This is an optimization exercise on Yosys and OpenROAD, whose aim is small area, not a production implementation. RTL that was checked went through simulation tests only; none was proved equivalent to the original. The RTL of run 3 was laid out without a check of its function. The clock port is modelled as an ideal driver; clocking choices that lean on that would not hold on a real chip. Power figures rest on the tool's default switching activity, not on a simulated workload.

==> flow/design.v <==
module mwf1_crc32 (
    input  wire [31:0] s,
    input  wire [7:0]  b,
    output wire [31:0] o
);
    wire n40 = s[0] ^ b[0];
    wire n41 = s[1] ^ b[1];
    wire n42 = s[6] ^ b[6];
    wire n43 = s[3] ^ b[3];
    wire n44 = s[4] ^ b[4];
    wire n45 = s[2] ^ b[2];
    wire n46 = s[7] ^ b[7];
    wire n47 = s[5] ^ b[5];
    wire n48 = n41 ^ n46;
    wire n49 = n40 ^ n47;
    wire n50 = n43 ^ n45;
    wire n51 = n42 ^ n50;
    wire n52 = n43 ^ n44;
    wire n53 = n42 ^ n49;
    wire n54 = n40 ^ n44;
    wire n55 = n41 ^ n49;
    wire n56 = n41 ^ n45;
    wire n57 = n46 ^ n52;
    wire n58 = n44 ^ n53;
    wire n59 = n44 ^ n47;
    wire n60 = n42 ^ n48;
    wire n61 = n45 ^ n46;
    wire n62 = n42 ^ n57;
    wire n63 = n48 ^ n51;
    wire n64 = n48 ^ n52;
    wire n65 = s[8] ^ n45;
    wire n66 = s[9] ^ n40;
    wire n67 = n66 ^ n43;
    wire n68 = s[10] ^ n41;
    wire n69 = n68 ^ n54;
    wire n70 = s[11] ^ n47;
    wire n71 = n70 ^ n56;
    wire n72 = s[12] ^ n40;
    wire n73 = n72 ^ n51;
    wire n74 = s[13] ^ n64;
    wire n75 = s[14] ^ n59;
    wire n76 = s[15] ^ n53;
    wire n77 = s[16] ^ n60;
    wire n78 = s[17] ^ n46;
    wire n79 = s[18] ^ n45;
    wire n80 = s[19] ^ n43;
    wire n81 = s[20] ^ n54;
    wire n82 = s[21] ^ n55;
    wire n83 = s[22] ^ n42;
    wire n84 = n83 ^ n56;
    wire n85 = s[23] ^ n46;
    wire n86 = n85 ^ n50;
    wire n87 = s[24] ^ n50;
    wire n88 = n87 ^ n54;
    wire n89 = s[25] ^ n52;
    wire n90 = n89 ^ n55;
    wire n91 = s[26] ^ n56;
    wire n92 = n91 ^ n58;
    wire n93 = s[27] ^ n47;
    wire n94 = n93 ^ n63;
    wire n95 = s[28] ^ n62;
    wire n96 = s[29] ^ n59;
    wire n97 = n96 ^ n61;
    wire n98 = s[30] ^ n47;
    wire n99 = n98 ^ n51;
    wire n100 = s[31] ^ n62;
    wire n101 = n44 ^ n49;
    wire n102 = n101 ^ n61;
    wire n103 = n51 ^ n55;
    wire n104 = n54 ^ n63;
    wire n105 = n47 ^ n64;
    wire n106 = n48 ^ n53;
    wire n107 = n40 ^ n60;
    assign o[0] = n65;
    assign o[1] = n67;
    assign o[2] = n69;
    assign o[3] = n71;
    assign o[4] = n73;
    assign o[5] = n74;
    assign o[6] = n75;
    assign o[7] = n76;
    assign o[8] = n77;
    assign o[9] = n78;
    assign o[10] = n79;
    assign o[11] = n80;
    assign o[12] = n81;
    assign o[13] = n82;
    assign o[14] = n84;
    assign o[15] = n86;
    assign o[16] = n88;
    assign o[17] = n90;
    assign o[18] = n92;
    assign o[19] = n94;
    assign o[20] = n95;
    assign o[21] = n97;
    assign o[22] = n99;
    assign o[23] = n100;
    assign o[24] = n102;
    assign o[25] = n103;
    assign o[26] = n104;
    assign o[27] = n105;
    assign o[28] = n58;
    assign o[29] = n106;
    assign o[30] = n107;
    assign o[31] = n48;
endmodule
module mwf1_rx (
    input  wire        clk,
    input  wire        rst,
    input  wire        rx_valid,
    input  wire [7:0]  rx_data,
    output wire        rx_ready,
    output wire        tx_valid,
    output wire [7:0]  tx_data,
    input  wire        tx_ready,
    output wire        pay_we,
    output wire [14:0] pay_addr,
    output wire [7:0]  pay_wdata,
    output wire        frm_valid,
    output wire [14:0] frm_len,
    input  wire        frm_ready,
    output wire [1:0]  st_phase,
    output wire [1:0]  st_rx_state
);
    localparam [14:0] MAXLEN = 15'd26937;
    localparam [1:0] S_SEEK = 2'd0;
    localparam [1:0] S_LEN  = 2'd1;
    localparam [1:0] S_PAY  = 2'd2;
    localparam [1:0] S_CRC  = 2'd3;
    localparam [2:0] A_ERL0 = 3'b100, A_ERL1 = 3'b111, A_ERL2 = 3'b010;
    localparam [2:0] A_ERC0 = 3'b101, A_ERC1 = 3'b110, A_ERC2 = 3'b011;
    localparam [2:0] A_OK0  = 3'b000, A_OK1  = 3'b001;
    reg        busy;
    reg [1:0]  rx_state;
    reg        win_ne;
    reg [1:0]  mm;
    reg [14:0] len_r;
    reg        len_ovf;      
    reg [14:0] pay_cnt;
    reg [31:0] crc;
    reg [15:0] tmr;
    reg        tmr_ge;       
    wire [2:0] ack = {win_ne, mm};
    wire recv   = !busy;
    wire rx_fire = rx_valid && recv;
    wire st_seek = (rx_state == S_SEEK);
    wire st_len  = (rx_state == S_LEN);
    wire st_pay  = (rx_state == S_PAY);
    wire st_crc  = (rx_state == S_CRC);
    wire [31:0] crc_next;
    mwf1_crc32 u_crc (.s(crc), .b(rx_data), .o(crc_next));
    wire crc_ok = (crc[31:8] == 24'h00BE26) && ((crc[7:0] ^ rx_data) == 8'hED);
    wire [3:0]  cnt_blk_cy;
    assign cnt_blk_cy[0] = rx_fire;
    assign cnt_blk_cy[1] = rx_fire && (&pay_cnt[3:0]);
    assign cnt_blk_cy[2] = rx_fire && (&pay_cnt[7:0]);
    assign cnt_blk_cy[3] = rx_fire && (&pay_cnt[11:0]);
    reg  [14:0] cnt_inc;
    reg         cnt_cy;
    integer     k;
    always @* begin
        for (k = 0; k < 15; k = k + 1) begin
            if (k % 4 == 0) cnt_cy = cnt_blk_cy[k / 4];
            cnt_inc[k] = pay_cnt[k] ^ cnt_cy;
            cnt_cy     = pay_cnt[k] & cnt_cy;
        end
    end
    wire        fld_last = (pay_cnt[1:0] == 2'd3);
    wire        pay_last = (cnt_inc == len_r);
    reg         len_le;
    integer     j;
    always @* begin
        len_le = 1'b1;
        for (j = 0; j < 15; j = j + 1)
            len_le = MAXLEN[j] ? (!len_r[j] || len_le) : (!len_r[j] && len_le);
    end
    wire        len_ge9  = (|len_r[14:4]) || (len_r[3] && (|len_r[2:0]));
    wire        len_ok   = !len_ovf && (rx_data == 8'd0) && len_ge9 && len_le;
    wire b_m0 = (rx_data == 8'h4D);
    wire b_m1 = (rx_data == 8'h57);
    wire b_m2 = (rx_data == 8'h46);
    wire b_m3 = (rx_data == 8'h31);
    wire magic_hit = (mm == 2'd3) && b_m3;
    reg tmr_hit;
    always @* begin
        case (rx_state)
            S_SEEK:  tmr_hit = ((tmr & 16'h0109) == 16'h0101);  
            S_PAY:   tmr_hit = ((tmr & 16'h7FBE) == 16'h6320);  
            default: tmr_hit = ((tmr & 16'h4040) == 16'h4040);  
        endcase
    end
    wire ge     = tmr_ge | tmr_hit;
    wire expire = recv && !rx_valid && ge && (!st_seek || win_ne);
    wire len_end = rx_fire && st_len && fld_last;
    wire pay_end = rx_fire && st_pay && pay_last;
    wire crc_end = rx_fire && st_crc && fld_last;
    wire tmr_clr = rx_fire && (st_seek || (st_len && fld_last) || (st_pay && pay_last));
    always @(posedge clk) begin
        if (tmr_clr) begin
            tmr    <= 16'd0;
            tmr_ge <= 1'b0;
        end else begin
            tmr    <= {tmr[14:0], ~(tmr[15] ^ tmr[12] ^ tmr[5] ^ tmr[3])};
            tmr_ge <= ge;
        end
        if (st_seek || len_end || pay_end)
            pay_cnt <= 15'd0;
        else
            pay_cnt <= cnt_inc;
        if (rx_fire && st_len) begin
            if (pay_cnt[1:0] == 2'd0) len_r[7:0] <= rx_data;
            if (pay_cnt[1:0] == 2'd1) begin
                len_r[14:8] <= rx_data[6:0];
                len_ovf     <= rx_data[7];
            end else begin
                len_ovf     <= len_ovf | (rx_data != 8'd0);
            end
        end
        if (!(st_pay || st_crc))
            crc <= 32'hFFFFFFFF;
        else if (rx_fire)
            crc <= crc_next;
        if (rst) begin
            busy     <= 1'b0;
            rx_state <= S_SEEK;
            win_ne   <= 1'b0;
            mm       <= 2'd0;
        end else begin
            if (!st_seek || expire) begin
                win_ne <= 1'b0;
                mm     <= 2'd0;
            end else if (rx_fire) begin
                win_ne <= !magic_hit;
                if (b_m0)                        mm <= 2'd1;
                else if (mm == 2'd1 && b_m1)     mm <= 2'd2;
                else if (mm == 2'd2 && b_m2)     mm <= 2'd3;
                else                             mm <= 2'd0;
            end
            if (!busy) begin
                begin
                    if (rx_fire) begin
                        case (rx_state)
                            S_SEEK: if (magic_hit) rx_state <= S_LEN;
                            S_LEN: if (fld_last) begin
                                if (len_ok) begin
                                    rx_state <= S_PAY;
                                end else begin
                                    rx_state <= S_SEEK;
                                    busy     <= 1'b1;
                                    {win_ne, mm} <= A_ERL0;
                                end
                            end
                            S_PAY: if (pay_last) rx_state <= S_CRC;
                            default: if (fld_last) begin
                                busy <= 1'b1;
                                if (!crc_ok) begin
                                    rx_state <= S_SEEK;
                                    {win_ne, mm} <= A_ERC0;
                                end
                            end
                        endcase
                    end else if (expire) begin
                        rx_state <= S_SEEK;
                    end
                end
            end else if (rx_state[0]) begin
                if (frm_ready) rx_state <= S_SEEK;
            end else begin
                begin
                    if (tx_ready) begin
                        case (ack)
                            A_ERL0: {win_ne, mm} <= A_ERL1;
                            A_ERL1: {win_ne, mm} <= A_ERL2;
                            A_ERC0: {win_ne, mm} <= A_ERC1;
                            A_ERC1: {win_ne, mm} <= A_ERC2;
                            A_OK0:  {win_ne, mm} <= A_OK1;
                            default: begin
                                {win_ne, mm} <= 3'b000;
                                busy         <= 1'b0;
                            end
                        endcase
                    end
                end
            end
        end
    end
    reg [7:0] ack_byte;
    always @* begin
        case (ack)
            A_ERL0, A_ERC0: ack_byte = 8'h45;
            A_ERL1, A_ERC1: ack_byte = 8'h52;
            A_ERL2:         ack_byte = 8'h4C;
            A_ERC2:         ack_byte = 8'h43;
            A_OK0:          ack_byte = 8'h4F;
            default:        ack_byte = 8'h4B;
        endcase
    end
    assign rx_ready    = recv;
    assign tx_valid    = busy && !rx_state[0];
    assign tx_data     = ack_byte;
    assign pay_we      = rx_fire && st_pay;
    assign pay_addr    = pay_cnt;
    assign pay_wdata   = rx_data;
    assign frm_valid   = busy && rx_state[0];
    assign frm_len     = len_r;
    assign st_phase    = {busy, !(busy && rx_state[0])};
    assign st_rx_state = busy ? S_SEEK : rx_state;
endmodule
==> flow/flow/run.sh <==
#!/bin/bash
# The standard layout (standard.sh: the standard synthesis and ORFS flow),
# with these changes to how the layout is built:
#  - synthesis maps the logic with an area-oriented ABC script (two rounds of
#    mapping with relaxed delay, with a don't-care resynthesis between)
#    (flow/abc_map.script, used in place of ORFS's abc_speed.script through a
#    copy of ORFS's scripts folder in ./orfs_scripts; nothing else in the
#    copy changes, so the registers are those of the standard synthesis);
#  - the input and output port buffers use the smallest buffer cell
#    (sky130_fd_sc_hd__buf_1);
#  - the clock tree is built from clkbuf_4 buffers without dummy loads, and
#    after CTS each clock buffer whose flip-flops would see too slow a clock
#    slew is upsized to clkbuf_8 (flow/post_cts.tcl).
# standard.sh's full output is written to standard.log in this folder; ORFS
# keeps each step's log under orfs/logs/.
set -o pipefail
rm -rf orfs_scripts
cp -r "$FLOW_HOME/scripts" orfs_scripts
cp flow/abc_map.script orfs_scripts/abc_speed.script
export SCRIPTS_DIR="$PWD/orfs_scripts"
export BUFFER_PORTS_ARGS="-buffer_cell sky130_fd_sc_hd__buf_1"
export CTS_ARGS="-sink_clustering_enable -repair_clock_nets -buf_list sky130_fd_sc_hd__clkbuf_4 -dont_use_dummy_load"
export POST_CTS_TCL="$PWD/flow/post_cts.tcl"
export PRE_GLOBAL_PLACE_TCL="$PWD/flow/pre_gp.tcl"
bash standard.sh > standard.log 2>&1
==> flow/flow/abc_map.script <==
strash
&get -n
&st
&dch -f
&nf -R 1000 -p
&put
mfs2 -a
strash
&get -n
&st
&syn2
&dch -f
&nf -R 1000 -p
&put
==> flow/flow/post_cts.tcl <==
estimate_parasitics -placement
foreach inst [get_cells -hierarchical clkbuf*] {
  if {[get_property $inst ref_name] != "sky130_fd_sc_hd__clkbuf_4"} { continue }
  set out [get_pins -of_objects $inst -filter "direction==output"]
  set worst 0
  foreach pin [get_pins -of_objects [get_nets -of_objects $out] -filter "direction==input"] {
    if {[get_property $pin name] != "CLK"} { continue }
    foreach e {rise fall} {
      set s [get_property $pin slew_max_$e]
      if {$s > $worst} { set worst $s }
    }
  }
  if {$worst > 0.112} {
    puts "upsizing [get_name $inst] to clkbuf_8 (clock pin slew $worst ns)"
    replace_cell $inst sky130_fd_sc_hd__clkbuf_8
  }
}
estimate_parasitics -placement
detailed_placement
check_placement -verbose
estimate_parasitics -placement
==> flow/flow/pre_gp.tcl <==
# Run before global placement (PRE_GLOBAL_PLACE_TCL hook): remove the
# synthesis buffers, as ORFS does itself when placement is timing-driven.
remove_buffers
==> flow/standard.sh <==
#!/bin/bash
# synth_recipe.tcl (not shown) runs the flow's synth.tcl, then flattens the netlist and writes it again
# the make line also repeats each setting of config.mk as NAME=value (left out here)
make -C /OpenROAD-flow-scripts/flow DESIGN_CONFIG=/design/flow/config.mk WORK_HOME=/design/flow/orfs CLKGATE_MAP_FILE= SYNTH_SCRIPT=/design/flow/synth_recipe.tcl "${@:-finish}"
==> flow/config.mk <==
export PLATFORM = sky130hd
export DESIGN_NAME = mwf1_rx
export DESIGN_NICKNAME = mwf1_rx
export VERILOG_FILES = /design/flow/design.v
export SDC_FILE = /design/flow/constraint.sdc
export NUM_CORES = 4
export LEC_CHECK = 0
export CAP_MARGIN = 0
export CORE_MARGIN = 2
export CORE_UTILIZATION = 80
export GPL_TIMING_DRIVEN = 0
export PLACE_DENSITY = 0.9
export SLEW_MARGIN = 0
==> flow/constraint.sdc <==
create_clock -name core_clock -period 5.0 [get_ports {clk}]
set_input_delay 1.0000 -clock core_clock [delete_from_list [all_inputs] [get_ports {clk}]]
set_output_delay 1.0000 -clock core_clock [all_outputs]
set_load 0.01 [all_outputs]
==> results of run 1 <==
[per-stage QoR]
stage / setup TNS (ns) / util, %
final: 0 / 89.4
after global routing: 0 / 89.4
after detailed placement: -4.80 / 87.4
after global placement: -7.82 / 87.2
after floorplan: 0 / -
[metal layers]
| metal | up-vias | wire length, µm |
|---|---|---|
| met1 | 1624 | 3650 |
| met5 | - | 0 |
| met4 | 0 | 281 |
| met3 | 29 | 574 |
| met2 | 150 | 5090 |
| li1 | 1672 | - |
[flip-flops by register name, indices dropped and copies added, names as in the netlist]
register and count:
tmr 16, len_ovf 1, mm 2, win_ne 1, rx_state 2, busy 1
tmr_ge 1, crc 32, len_r 15, pay_cnt 15
[report_power, final]
part	switching, W	total (W)	internal, W
sequential	0.00000926	0.000721	0.000712
combinational	0.000101	0.000159	0.0000585
clock	0.000206	0.000323	0.000118
[cell families after synthesis]
| kind of cell | Yosys count | synth area share, % |
|---|---|---|
| flops | 86 | 45.0 |
| xor+xnor | 84 | 17.6 |
| mux | 1 | 0.239 |
| other cells | 2 | 0.179 |
| simple gates | 155 | 18.8 |
| fa+ha+maj | 13 | 3.89 |
| compound gates | 76 | 11.7 |
| buf+inv | 18 | 2.69 |
[layout make-up]
type	instances	area, µm²
well taps	70	87.6
clock buffers	9	92.6
multi-input cells	332	2210
repair buffers	64	244
inverters	6	22.5
flip-flops and latches	86	1880
fillers	247	537
[cell usage in the layout, fill, tap and decap left out, types with 9 or more instances in the layout]
| master | n |
|---|---|
| nor2_1 | 20 |
| o21ai_0 | 11 |
| edfxtp_1 | 16 |
| xnor2_1 | 45 |
| nand4_1 | 11 |
| nor3_1 | 13 |
| nor2b_1 | 18 |
| nand2_1 | 48 |
| ha_1 | 13 |
| o211ai_1 | 31 |
| xor2_1 | 39 |
| buf_1 | 63 |
| dfxtp_1 | 69 |
| a21oi_1 | 20 |
| and2_0 | 16 |
| nor4_1 | 9 |
[worst max-delay path by stage]
stage,startpoint,depth (start not counted),end
finish,busy,14,pay_cnt[3]
global route,busy,14,pay_cnt[2]
detailed placement,rx_valid,14,pay_cnt[2]
global placement,rx_valid,13,pay_cnt[2]
floorplan,rx_valid,12,pay_cnt[0]
==> results_dict.tcl, run 1 <==
set metrics [dict create \
    rsz0062_at_grt "false" \
    grt_max_degree 66 \
    slew_violations 0 \
    finalPower_w 0.00120 \
    syn_to_final_growth_pct 8.43 \
    crit_arrival_ns 4.75 \
    synth.most_common_cell "dfxtp_1" \
    yosys_warnings 1 \
    start_kind "flip-flop" \
    worstHoldStart "tmr[7]" \
    finalCritPeriodShare_pct 88.8 \
    initial_core_util_pct 82.5 \
    worst-r2r-cell-count 14 \
    cp.required_ns 5.31 \
    final-hold-violation-count 0 \
    dp_hpwl_um 6890 \
    fin_crit_ns 4.44 \
    cts_tree "done" \
    hold_class "flip-flop to flip-flop" \
    dr.pass1.iters 5 \
    hold_depth 1 \
    fp.dieArea_um2 5830 \
    cp_cell_sequence "clkinv_1 -> nand2_4 -> clkinv_1 -> ha_1 -> ha_1 -> ha_1 -> xor2_1 -> nor4_1 -> nand4_1 -> nand2_1 -> nand3_1 -> o21ai_1 -> buf_4 -> nor2b_1" \
    die_w_um 76.3 \
    ys_ff_latch 86 \
    coreArea_um2 5070 \
    vdd_drop_max_uv 222 \
    num-nets-final 525 \
    holdWs_ns 0.460 \
    syn-cell-area_um2 4190 \
    final_cells 567 \
    worstReg2RegEnd "pay_cnt[3]" \
    post_drt_wl_per_cell_um 16.9 \
    met1_usage_pct 37.8 \
    ys.flop_type "dfxtp_1" \
    synthTopCellsByArea "dfxtp_1 33%, edfxtp_1 11%, xnor2_1 9.4%, xor2_1 8.2%, o211ai_1 5.6%" \
    cp_slowest_cell "clkinv_1" \
    skew_ns 0.0261 \
    grt_pass1_vias 3438 \
    setup_viol 0 \
    hold-path-endpoint "tmr[8]" \
    crit_fanout 65 \
    status "no timing/DRC/antenna violations" \
    busiest_layer "met2" \
    ant_nets 0 \
    synth_common_cells "70 x dfxtp_1, 49 x nand2_1, 45 x xnor2_1" \
    antenna_cells 0 \
    p_leak_nw 1.58 \
    worstSetupEndpointType "flip-flop" \
    fin_ws_ns 0.560 \
    io_buffers 63 \
    antenna_found_initial 0 \
    synth-seq-area-share_pct 45.0 \
    syn_inst 435 \
    grt_pass1_wl_um 15900 \
    synth_top_cell_area_share_pct 33.5 \
    worst_pin_slew_ns 0.931 \
    clock_latency_ns 0.44 \
    use_met3_pct 9.36 \
    synth-edff-count 16 \
    crit_top_cell "ha_1" \
    grtUsageMet2_pct 62.2 \
    die_y_um 76.3 \
    cap_violations 0 \
    async_flop_share_pct 0 \
    dp_slack_ns -0.270 \
    io_pins 67 \
    grt_usage_pct 34.5 \
    placed_area_um2 4430 \
    drive_gt1_share_pct 2.62 \
    place_inst 558 \
    yosysTopAreaCell "dfxtp_1" \
    routed_via_density 6.13 \
    rows 26 \
    worst_slew_margin_rel_pct 37.9 \
    drc 0 \
    final_cell_area_um2 4540 \
    cpPeakStageDelay_ns 0.60 \
    drt-initial-drc-count 383 \
    clkTransAtPathRegs_ns 0.10 \
    worst-r2r-setup-slack_ns 0.56 \
    crit_buf_inv 3 \
    synth.avg_cell_area_um2 9.62 \
    synth_cell_types 32 \
    fmax_mhz 225 \
    clock_sinks 86 \
    path_class "flip-flop to flip-flop" \
    p_per_area_nw_per_um2 265 \
    vias 3475 \
    grt-ovfl-total 0 \
    worstReg2RegStart "busy" \
    routed_wl_um 9590 \
    place_congestion 0.863 \
    cp_top_family "simple AND/OR/NAND/NOR gates" \
]
==> run 2: changes to the inputs <==
--- a/flow/flow/run.sh
+++ b/flow/flow/run.sh
@@ -12,5 +12,3 @@
 #    after CTS each clock buffer whose flip-flops would see too slow a clock
-#    slew is upsized to clkbuf_8 (flow/post_cts.tcl).
-# standard.sh's full output is written to standard.log in this folder; ORFS
-# keeps each step's log under orfs/logs/.
+#    slew is upsized to clkbuf_8 (flow/post_cts.tcl);
 set -o pipefail
==> run 2 against run 1 <==
Still clean. Maximum frequency stayed put. Via count unchanged. Clock power about the same. Hold slack is the same. Routed wire length did not move. Die area unchanged. First-iteration DRC count stayed put. Total power is the same. Global-route usage is the same. Setup slack unchanged. Combinational power is essentially flat. Sequential share of layout area stayed put. Highest routed layer unchanged.
==> results_dict.tcl, run 2 <==
set metrics [dict create \
    status "no timing/DRC/antenna violations" \
    clkTransAtPathRegs_ns 0.10 \
    path_class "flip-flop to flip-flop" \
    crit_buf_inv 3 \
    cp_slowest_cell "clkinv_1" \
    grt-ovfl-total 0 \
    crit_start "busy" \
    mostFrequentLayoutCell "dfxtp_1" \
    slew_violations 0 \
    switching_power_w 0.000316 \
    layout_common_cells "69 x dfxtp_1, 63 x buf_1, 48 x nand2_1" \
    busiest_layer "met2" \
    routed_wl_um 9590 \
    ant_nets 0 \
    fin_crit_ns 4.44 \
    worstSetupEndpointType "flip-flop" \
    clockPowerShare_pct 26.9 \
    num-nets-final 525 \
    grt_pass1_wl_um 15900 \
    grt_pass1_vias 3438 \
    synth.avg_cell_area_um2 9.62 \
    synth.most_common_cell "dfxtp_1" \
    yosysTopAreaCell "dfxtp_1" \
    cp.required_ns 5.31 \
    final-hold-violation-count 0 \
    grt_max_degree 66 \
    crit_arrival_ns 4.75 \
    ys_ff_latch 86 \
    drc 0 \
    seqPwrFrac_pct 59.9 \
    cpPeakStageDelay_ns 0.60 \
    cap_violations 0 \
    drt-initial-drc-count 383 \
    grtUsageMet2_pct 62.2 \
    use_met3_pct 9.36 \
    met1_usage_pct 37.8 \
    crit_cells 14 \
    coreArea_um2 5070 \
    antenna_found_initial 0 \
    syn-cell-area_um2 4190 \
    finalPower_w 0.00120 \
    ys.flop_type "dfxtp_1" \
    antenna_cells 0 \
    synth_common_cells "70 x dfxtp_1, 49 x nand2_1, 45 x xnor2_1" \
    dp_slack_ns -0.270 \
    synth-edff-count 16 \
    syn_to_final_growth_pct 8.43 \
    crit_fanout 65 \
    hold_depth 1 \
    swShare_pct 26.3 \
    post_drt_wl_per_cell_um 16.9 \
    yosys_warnings 1 \
    io_pins 67 \
    worstHoldStart "tmr[7]" \
    initial_core_util_pct 82.5 \
    synth_cell_types 32 \
    largest-register "crc" \
    crit_top_cell "ha_1" \
    p_per_area_nw_per_um2 265 \
    io_buffers 63 \
    pwr-share-comb_pct 13.2 \
    clock_latency_ns 0.44 \
    fmax_mhz 225 \
    vias 3475 \
    synth_top_cell_area_share_pct 33.5 \
    grt_usage_pct 34.5 \
    start_kind "flip-flop" \
    n_fill_cell 247 \
    clock_sinks 86 \
    drive_gt1_share_pct 2.62 \
    vdd_drop_max_uv 222 \
    async_flop_share_pct 0 \
    worst_pin_slew_ns 0.931 \
    final_cells 567 \
    place_inst 558 \
    fin_ws_ns 0.560 \
    worst_slew_margin_rel_pct 37.9 \
    worst-r2r-cell-count 14 \
    synthTopCellsByArea "dfxtp_1 33%, edfxtp_1 11%, xnor2_1 9.4%, xor2_1 8.2%, o211ai_1 5.6%" \
    rows 26 \
    skew_ns 0.0261 \
    setup_tns_ns 0 \
    rsz0062_at_grt "false" \
    p_leak_nw 1.58 \
    cp_cell_sequence "clkinv_1 -> nand2_4 -> clkinv_1 -> ha_1 -> ha_1 -> ha_1 -> xor2_1 -> nor4_1 -> nand4_1 -> nand2_1 -> nand3_1 -> o21ai_1 -> buf_4 -> nor2b_1" \
    fp.dieArea_um2 5830 \
    finalCritPeriodShare_pct 88.8 \
    top_regs "crc x32, tmr x16" \
    syn_inst 435 \
    dr.pass1.iters 5 \
    routed_via_density 6.13 \
    place_congestion 0.863 \
    die_y_um 76.3 \
    die_w_um 76.3 \
    cts_tree "done" \
    setup_viol 0 \
    cp_top_family "simple AND/OR/NAND/NOR gates" \
    synth-seq-area-share_pct 45.0 \
    dp_hpwl_um 6890 \
    hold_class "flip-flop to flip-flop" \
    largest_reg_flops 32 \
    internal_power_w 0.000888 \
    worstReg2RegStart "busy" \
]
==> run 2: cell counts in the layout (fill, tap and decap cells not counted) <==
Identical to the previous run, type by type.
==> run 2: power groups by stage <==
stage	clock [W]	combinational, W	sequential (W)
after detailed placement	0	0.000155	0.000737
after global routing	0.000348	0.000173	0.000722
after floorplan	0	0.000119	0.000735
final	0.000323	0.000159	0.000721
after global placement	0	0.000149	0.000737
==> run 2: path summary, 6_finish.rpt <==
| check | endpoint | slack [ns] |
|---|---|---|
| setup / recovery | pay_cnt[3] | 0.56 |
| hold / removal | tmr[8] | 0.46 |
| setup reg to reg | pay_cnt[3] | 0.56 |
| hold reg to reg | tmr[8] | 0.46 |
==> run 2: area by class of cell <==
| cell class | count | area [µm²] | share of cell area, % |
|---|---|---|---|
| Timing Repair Buffer | 64 | 244 | 5.38 |
| Clock buffer | 9 | 92.6 | 2.04 |
| Sequential cell | 86 | 1880 | 41.5 |
| Inverter | 6 | 22.5 | 0.496 |
| Tap cell | 70 | 87.6 | 1.93 |
| Multi-Input combinational cell | 332 | 2210 | 48.7 |
==> run 2: kinds of logic (layout without fill, tap and decap cells) <==
| logic type | count (synthesis) | after routing | share of synthesized area, % |
|---|---|---|---|
| buffers and inverters | 18 | 79 | 2.69 |
| adders and majority gates | 13 | 13 | 3.89 |
| and+or+nand+nor | 155 | 155 | 18.8 |
| other | 2 | 3 | 0.179 |
| xor gates and xnor gates | 84 | 84 | 17.6 |
| muxes | 1 | 1 | 0.239 |
| AOI/OAI and AO/OA | 76 | 76 | 11.7 |
| DFF | 86 | 86 | 45.0 |
==> run 2: through the flow <==
| step | util [%] | cell area [µm²] | hold slack, ns |
|---|---|---|---|
| 2_1_floorplan | - | 4190 | 0.431 |
| 3_3_place_gp | 87.2 | 4430 | 0.439 |
| 3_5_place_dp | 87.4 | 4430 | 0.450 |
| 5_1_grt | 89.4 | 4540 | 0.478 |
| 6_report | 89.4 | 4540 | 0.460 |
==> run 2: routing by layer <==
| layer | vias to the layer above | share of wire (%) |
|---|---|---|
| met1 | 1624 | 38 |
| met4 | 0 | 2.9 |
| met2 | 150 | 53 |
| li1 | 1672 | - |
| met3 | 29 | 6.0 |
| met5 | - | 0 |
==> run 3: changes to the inputs <==
--- a/flow/design.v
+++ b/flow/design.v
@@ -5,102 +5,66 @@
 );
-    wire n40 = s[0] ^ b[0];
-    wire n41 = s[1] ^ b[1];
-    wire n42 = s[6] ^ b[6];
-    wire n43 = s[3] ^ b[3];
-    wire n44 = s[4] ^ b[4];
-    wire n45 = s[2] ^ b[2];
-    wire n46 = s[7] ^ b[7];
-    wire n47 = s[5] ^ b[5];
-    wire n48 = n41 ^ n46;
-    wire n49 = n40 ^ n47;
-    wire n50 = n43 ^ n45;
-    wire n51 = n42 ^ n50;
-    wire n52 = n43 ^ n44;
-    wire n53 = n42 ^ n49;
-    wire n54 = n40 ^ n44;
-    wire n55 = n41 ^ n49;
-    wire n56 = n41 ^ n45;
-    wire n57 = n46 ^ n52;
-    wire n58 = n44 ^ n53;
-    wire n59 = n44 ^ n47;
-    wire n60 = n42 ^ n48;
-    wire n61 = n45 ^ n46;
-    wire n62 = n42 ^ n57;
-    wire n63 = n48 ^ n51;
-    wire n64 = n48 ^ n52;
-    wire n65 = s[8] ^ n45;
-    wire n66 = s[9] ^ n40;
-    wire n67 = n66 ^ n43;
-    wire n68 = s[10] ^ n41;
-    wire n69 = n68 ^ n54;
-    wire n70 = s[11] ^ n47;
-    wire n71 = n70 ^ n56;
-    wire n72 = s[12] ^ n40;
-    wire n73 = n72 ^ n51;
-    wire n74 = s[13] ^ n64;
-    wire n75 = s[14] ^ n59;
-    wire n76 = s[15] ^ n53;
-    wire n77 = s[16] ^ n60;
-    wire n78 = s[17] ^ n46;
-    wire n79 = s[18] ^ n45;
-    wire n80 = s[19] ^ n43;
-    wire n81 = s[20] ^ n54;
-    wire n82 = s[21] ^ n55;
-    wire n83 = s[22] ^ n42;
-    wire n84 = n83 ^ n56;
-    wire n85 = s[23] ^ n46;
-    wire n86 = n85 ^ n50;
-    wire n87 = s[24] ^ n50;
-    wire n88 = n87 ^ n54;
-    wire n89 = s[25] ^ n52;
-    wire n90 = n89 ^ n55;
-    wire n91 = s[26] ^ n56;
-    wire n92 = n91 ^ n58;
-    wire n93 = s[27] ^ n47;
-    wire n94 = n93 ^ n63;
-    wire n95 = s[28] ^ n62;
-    wire n96 = s[29] ^ n59;
-    wire n97 = n96 ^ n61;
-    wire n98 = s[30] ^ n47;
-    wire n99 = n98 ^ n51;
-    wire n100 = s[31] ^ n62;
-    wire n101 = n44 ^ n49;
-    wire n102 = n101 ^ n61;
-    wire n103 = n51 ^ n55;
-    wire n104 = n54 ^ n63;
-    wire n105 = n47 ^ n64;
-    wire n106 = n48 ^ n53;
-    wire n107 = n40 ^ n60;
-    assign o[0] = n65;
-    assign o[1] = n67;
-    assign o[2] = n69;
-    assign o[3] = n71;
-    assign o[4] = n73;
-    assign o[5] = n74;
-    assign o[6] = n75;
-    assign o[7] = n76;
-    assign o[8] = n77;
-    assign o[9] = n78;
-    assign o[10] = n79;
-    assign o[11] = n80;
-    assign o[12] = n81;
-    assign o[13] = n82;
-    assign o[14] = n84;
-    assign o[15] = n86;
-    assign o[16] = n88;
-    assign o[17] = n90;
-    assign o[18] = n92;
-    assign o[19] = n94;
-    assign o[20] = n95;
-    assign o[21] = n97;
-    assign o[22] = n99;
-    assign o[23] = n100;
-    assign o[24] = n102;
-    assign o[25] = n103;
-    assign o[26] = n104;
-    assign o[27] = n105;
-    assign o[28] = n58;
-    assign o[29] = n106;
-    assign o[30] = n107;
-    assign o[31] = n48;
+    wire [7:0] x = s[7:0] ^ b;
+    wire t11 = x[0] ^ x[4];
+    wire t82 = x[1] ^ x[7];
+    wire t60 = x[5] ^ x[6];
+    wire t0c = x[2] ^ x[3];
+    wire tc2 = x[6] ^ t82;
+    wire t61 = x[0] ^ t60;
+    wire t22 = x[1] ^ x[5];
+    wire t26 = x[2] ^ t22;
+    wire t1d = t11 ^ t0c;
+    wire t92 = x[4] ^ t82;
+    wire t6c = t60 ^ t0c;
+    wire tb4 = t26 ^ t92;
+    wire tb5 = x[0] ^ tb4;
+    wire tdf = tc2 ^ t1d;
+    wire t9a = x[3] ^ t92;
+    wire t4d = t92 ^ tdf;
+    wire td8 = t6c ^ tb4;
+    wire t6f = t22 ^ t4d;
+    wire t71 = t11 ^ t60;
+    wire t77 = tc2 ^ tb5;
+    wire t13 = x[1] ^ t11;
+    wire tba = x[5] ^ t9a;
+    wire t8c = x[7] ^ t0c;
+    wire tc3 = tb4 ^ t77;
+    wire t3b = t26 ^ t1d;
+    wire te3 = td8 ^ t3b;
+    wire tee = t82 ^ t6c;
+    wire t09 = x[0] ^ x[3];
+    wire t30 = x[4] ^ x[5];
+    wire t23 = x[0] ^ t22;
+    wire t46 = t60 ^ t26;
+    assign o[0] = s[8] ^ x[2];
+    assign o[1] = s[9] ^ t09;
+    assign o[2] = s[10] ^ t13;
+    assign o[3] = s[11] ^ t26;
+    assign o[4] = s[12] ^ t4d;
+    assign o[5] = s[13] ^ t9a;
+    assign o[6] = s[14] ^ t30;
+    assign o[7] = s[15] ^ t61;
+    assign o[8] = s[16] ^ tc2;
+    assign o[9] = s[17] ^ x[7];
+    assign o[10] = s[18] ^ x[2];
+    assign o[11] = s[19] ^ x[3];
+    assign o[12] = s[20] ^ t11;
+    assign o[13] = s[21] ^ t23;
+    assign o[14] = s[22] ^ t46;
+    assign o[15] = s[23] ^ t8c;
+    assign o[16] = s[24] ^ t1d;
+    assign o[17] = s[25] ^ t3b;
+    assign o[18] = s[26] ^ t77;
+    assign o[19] = s[27] ^ tee;
+    assign o[20] = s[28] ^ td8;
+    assign o[21] = s[29] ^ tb4;
+    assign o[22] = s[30] ^ t6c;
+    assign o[23] = s[31] ^ td8;
+    assign o[24] = tb5;
+    assign o[25] = t6f;
+    assign o[26] = tdf;
+    assign o[27] = tba;
+    assign o[28] = t71;
+    assign o[29] = te3;
+    assign o[30] = tc3;
+    assign o[31] = t82;
 endmodule
@@ -152,7 +116,2 @@
     wire crc_ok = (crc[31:8] == 24'h00BE26) && ((crc[7:0] ^ rx_data) == 8'hED);
-    wire [3:0]  cnt_blk_cy;
-    assign cnt_blk_cy[0] = rx_fire;
-    assign cnt_blk_cy[1] = rx_fire && (&pay_cnt[3:0]);
-    assign cnt_blk_cy[2] = rx_fire && (&pay_cnt[7:0]);
-    assign cnt_blk_cy[3] = rx_fire && (&pay_cnt[11:0]);
     reg  [14:0] cnt_inc;
@@ -161,4 +120,4 @@
     always @* begin
+        cnt_cy = 1'b1;
         for (k = 0; k < 15; k = k + 1) begin
-            if (k % 4 == 0) cnt_cy = cnt_blk_cy[k / 4];
             cnt_inc[k] = pay_cnt[k] ^ cnt_cy;
@@ -207,3 +166,3 @@
             pay_cnt <= 15'd0;
-        else
+        else if (rx_fire)
             pay_cnt <= cnt_inc;
--- a/flow/flow/run.sh
+++ b/flow/flow/run.sh
@@ -12,3 +12,5 @@
 #    after CTS each clock buffer whose flip-flops would see too slow a clock
-#    slew is upsized to clkbuf_8 (flow/post_cts.tcl);
+#    slew is upsized to clkbuf_8 (flow/post_cts.tcl).
+# standard.sh's full output is written to standard.log in this folder; ORFS
+# keeps each step's log under orfs/logs/.
 set -o pipefail
@@ -21,3 +23,2 @@
 export POST_CTS_TCL="$PWD/flow/post_cts.tcl"
-export PRE_GLOBAL_PLACE_TCL="$PWD/flow/pre_gp.tcl"
 bash standard.sh > standard.log 2>&1
--- a/flow/config.mk
+++ b/flow/config.mk
@@ -10,3 +10,2 @@
 export CORE_UTILIZATION = 80
-export GPL_TIMING_DRIVEN = 0
 export PLACE_DENSITY = 0.9
removed: flow/flow/pre_gp.tcl
==> run 3 against run 2 <==
First-iteration DRC count is 20% higher. Critical path type unchanged. Global-route usage up 2.4 points. Final cell count is 4.4% higher. Sequential share of layout area shrank 0.96 points. Core utilization grew 1.5 points.
==> results_dict.tcl, run 3 <==
set metrics [dict create \
    cts_tree "done" \
    p_per_area_nw_per_um2 323 \
    final-hold-violation-count 0 \
    synth-seq-area-share_pct 44.2 \
    worst_slew_margin_rel_pct 49.1 \
    path_class "flip-flop to flip-flop" \
    post_drt_wl_per_cell_um 17.9 \
    synth.avg_cell_area_um2 9.35 \
    io_pins 67 \
    fp.dieArea_um2 5920 \
    largest_reg_flops 32 \
    synth-edff-count 16 \
    holdWs_ns 0.467 \
    cap_violations 0 \
    crit_arrival_ns 5.20 \
    syn_inst 455 \
    finalCritPeriodShare_pct 96.9 \
    dp_hpwl_um 7440 \
    drt-initial-drc-count 460 \
    cp.required_ns 5.36 \
    grt_pass1_wl_um 17300 \
    antenna_found_initial 0 \
    grt-ovfl-total 0 \
    largest-register "crc" \
    grt_usage_pct 36.9 \
    setup_viol 0 \
    slew_violations 0 \
    antenna_cells 0 \
    fin_ws_ns 0.157 \
    worst_pin_slew_ns 0.764 \
    die_w_um 76.9 \
    yosysTopAreaCell "dfxtp_1" \
    clock_latency_ns 0.44 \
    async_flop_share_pct 0 \
    num-nets-final 554 \
    yosys_warnings 1 \
    start_kind "flip-flop" \
    coreArea_um2 5110 \
    crit_fanout 6 \
    clkTransAtPathRegs_ns 0.10 \
    synthTopCellsByArea "dfxtp_1 33%, edfxtp_1 11%, xnor2_1 8.0%, xor2_1 8.0%, nand2_1 6.4%" \
    synth_cell_types 39 \
    vias 3758 \
    die_y_um 76.9 \
    syn_to_final_growth_pct 9.09 \
    status "no timing/DRC/antenna violations" \
    worstSetupEndpointType "flip-flop" \
    skew_ns 0.0360 \
    routed_via_density 6.35 \
    ys_ff_latch 86 \
    drc 0 \
    syn-cell-area_um2 4260 \
    dr.pass1.iters 9 \
    hold_class "flip-flop to flip-flop" \
    ant_nets 0 \
    routed_wl_um 10600 \
    rows 26 \
    clock_sinks 86 \
    top_regs "crc x32, tmr x16" \
    grt_max_degree 79 \
    initial_core_util_pct 83.3 \
    vdd_drop_max_uv 309 \
    synth_top_cell_area_share_pct 32.9 \
    grt_pass1_vias 3702 \
    p_leak_nw 1.67 \
    fin_crit_ns 4.84 \
    synth.most_common_cell "nand2_1" \
    layout_common_cells "71 x nand2_1, 70 x dfxtp_1, 63 x buf_1" \
    fmax_mhz 206 \
    dp_slack_ns 0.235 \
    io_buffers 63 \
    drive_gt1_share_pct 3.64 \
    ys.flop_type "dfxtp_1" \
    synth_common_cells "72 x nand2_1, 70 x dfxtp_1, 39 x xnor2_1, 39 x xor2_1, 31 x a21oi_1" \
    place_congestion 0.893 \
    mostFrequentLayoutCell "nand2_1" \
]
==> run 3: cell types whose count changed in the layout (fill, tap and decap cells not counted), sizes merged, moves of 4 or more <==
cell / previous run / this run
a21oi: 20 / 31
buf: 64 / 69
nor3: 13 / 9
o21ai: 12 / 17
nand2: 49 / 72
ha: 13 / 17
xnor2: 45 / 39
nor2b: 18 / 4
nand4: 11 / 6
nor4: 10 / 5
==> run 3: cell type report <==
cell class                 count  area (µm²)
multi-input combinational    349        2270
sequential                    86        1880
fill                         230         465
timing repair buffer          69         282
tap                           70        87.6
clock buffer                   9        86.3
inverter                       9        33.8
==> run 3: per-stage QoR <==
step | util, % | std cells | TNS (ns) | instance area, µm² | total power (W)
floorplan | - | 456 | 0 | 4260 | 0.00109
global placement | 88.9 | 583 | 0 | 4540 | 0.00117
detailed placement | 88.9 | 583 | 0 | 4540 | 0.00118
global route | 90.9 | 592 | -0.0117 | 4640 | 0.00156
finish | 90.9 | 592 | 0 | 4640 | 0.00150
==> run 3: cell families (layout without fill, tap and decap cells) <==
| kind of cell | Yosys count | in the layout | share of synthesized area, % |
|---|---|---|---|
| other cells | 2 | 3 | 0.176 |
| compound gates | 94 | 94 | 13.9 |
| fa+ha+maj | 17 | 17 | 5.00 |
| xor+xnor | 78 | 78 | 16.1 |
| buf+inv | 21 | 87 | 2.91 |
| mux | 1 | 1 | 0.235 |
| simple gates | 156 | 156 | 17.5 |
| flops | 86 | 86 | 44.2 |
==> run 3: final timing paths <==
kind	startpoint	end	slack, ns	depth (start not counted)
max reg2reg	pay_cnt[0]	rx_state[1]	0.16	22
max	pay_cnt[0]	rx_state[1]	0.16	22
min	tmr[0]	tmr[1]	0.47	1
min reg2reg	tmr[0]	tmr[1]	0.47	1
==> run 3: metal layers <==
metal  GRT usage (%)  vias up  routed length (µm)
met4            14.2        0                 351
li1                -     1725                   -
met2            67.5      229                5580
met3            10.2       54                 758
met5               0        -                   0
met1            40.2     1750                3940
==> run 3: report_power, final <==
part           total [W]  switching [W]  internal [W]
Clock           0.000317       0.000208      0.000109
Combinational   0.000412       0.000247      0.000165
Sequential      0.000769      0.0000323      0.000737
==> run 3: worst max-delay path: stages (launching register included) <==
cell and delay, ns:
dfxtp_1 0.39, ha_1 0.29, ha_1 0.21, ha_1 0.18, ha_1 0.18, ha_1 0.18, ha_1 0.18, ha_1 0.17
ha_1 0.18, ha_1 0.18, ha_1 0.18, ha_1 0.18, ha_1 0.18, ha_1 0.31, xor2_1 0.18, nor4_2 0.35
nand4_1 0.23, a22o_1 0.29, a21oi_1 0.14, o21ai_1 0.14, a21oi_2 0.17, nor2_1 0.07, a211oi_2 0.21

[what the ideal ports hide]
The flow's constraints put no driver on any port. The routed layouts listed below were extracted and timed again, unchanged, in two steps. Step 1 sets driving cells, clkbuf_16 on the clock port and buf_2 on the other inputs (assumed; they add their load-dependent delay and slew). Step 2 also shifts input and output timing later by t, the mid clock arrival at the registers, as if the neighbouring blocks saw the same clock. Three values: ideal, step 1, step 2; two values: the first two.
run | t (ns) | slack for setup (ns) | worst setup path after step 2 | clock arrival spread, ns
run 1 | 0.454 | 0.560 / 0.560 / 0.169 | input to register | 0.027 / 0.026
run 2 | 0.454 | 0.560 / 0.560 / 0.169 | input to register | 0.027 / 0.026
run 3 | 0.456 | 0.157 / 0.157 / 0.157 | register to register | 0.036 / 0.036
After both steps every run listed still meets setup and hold.
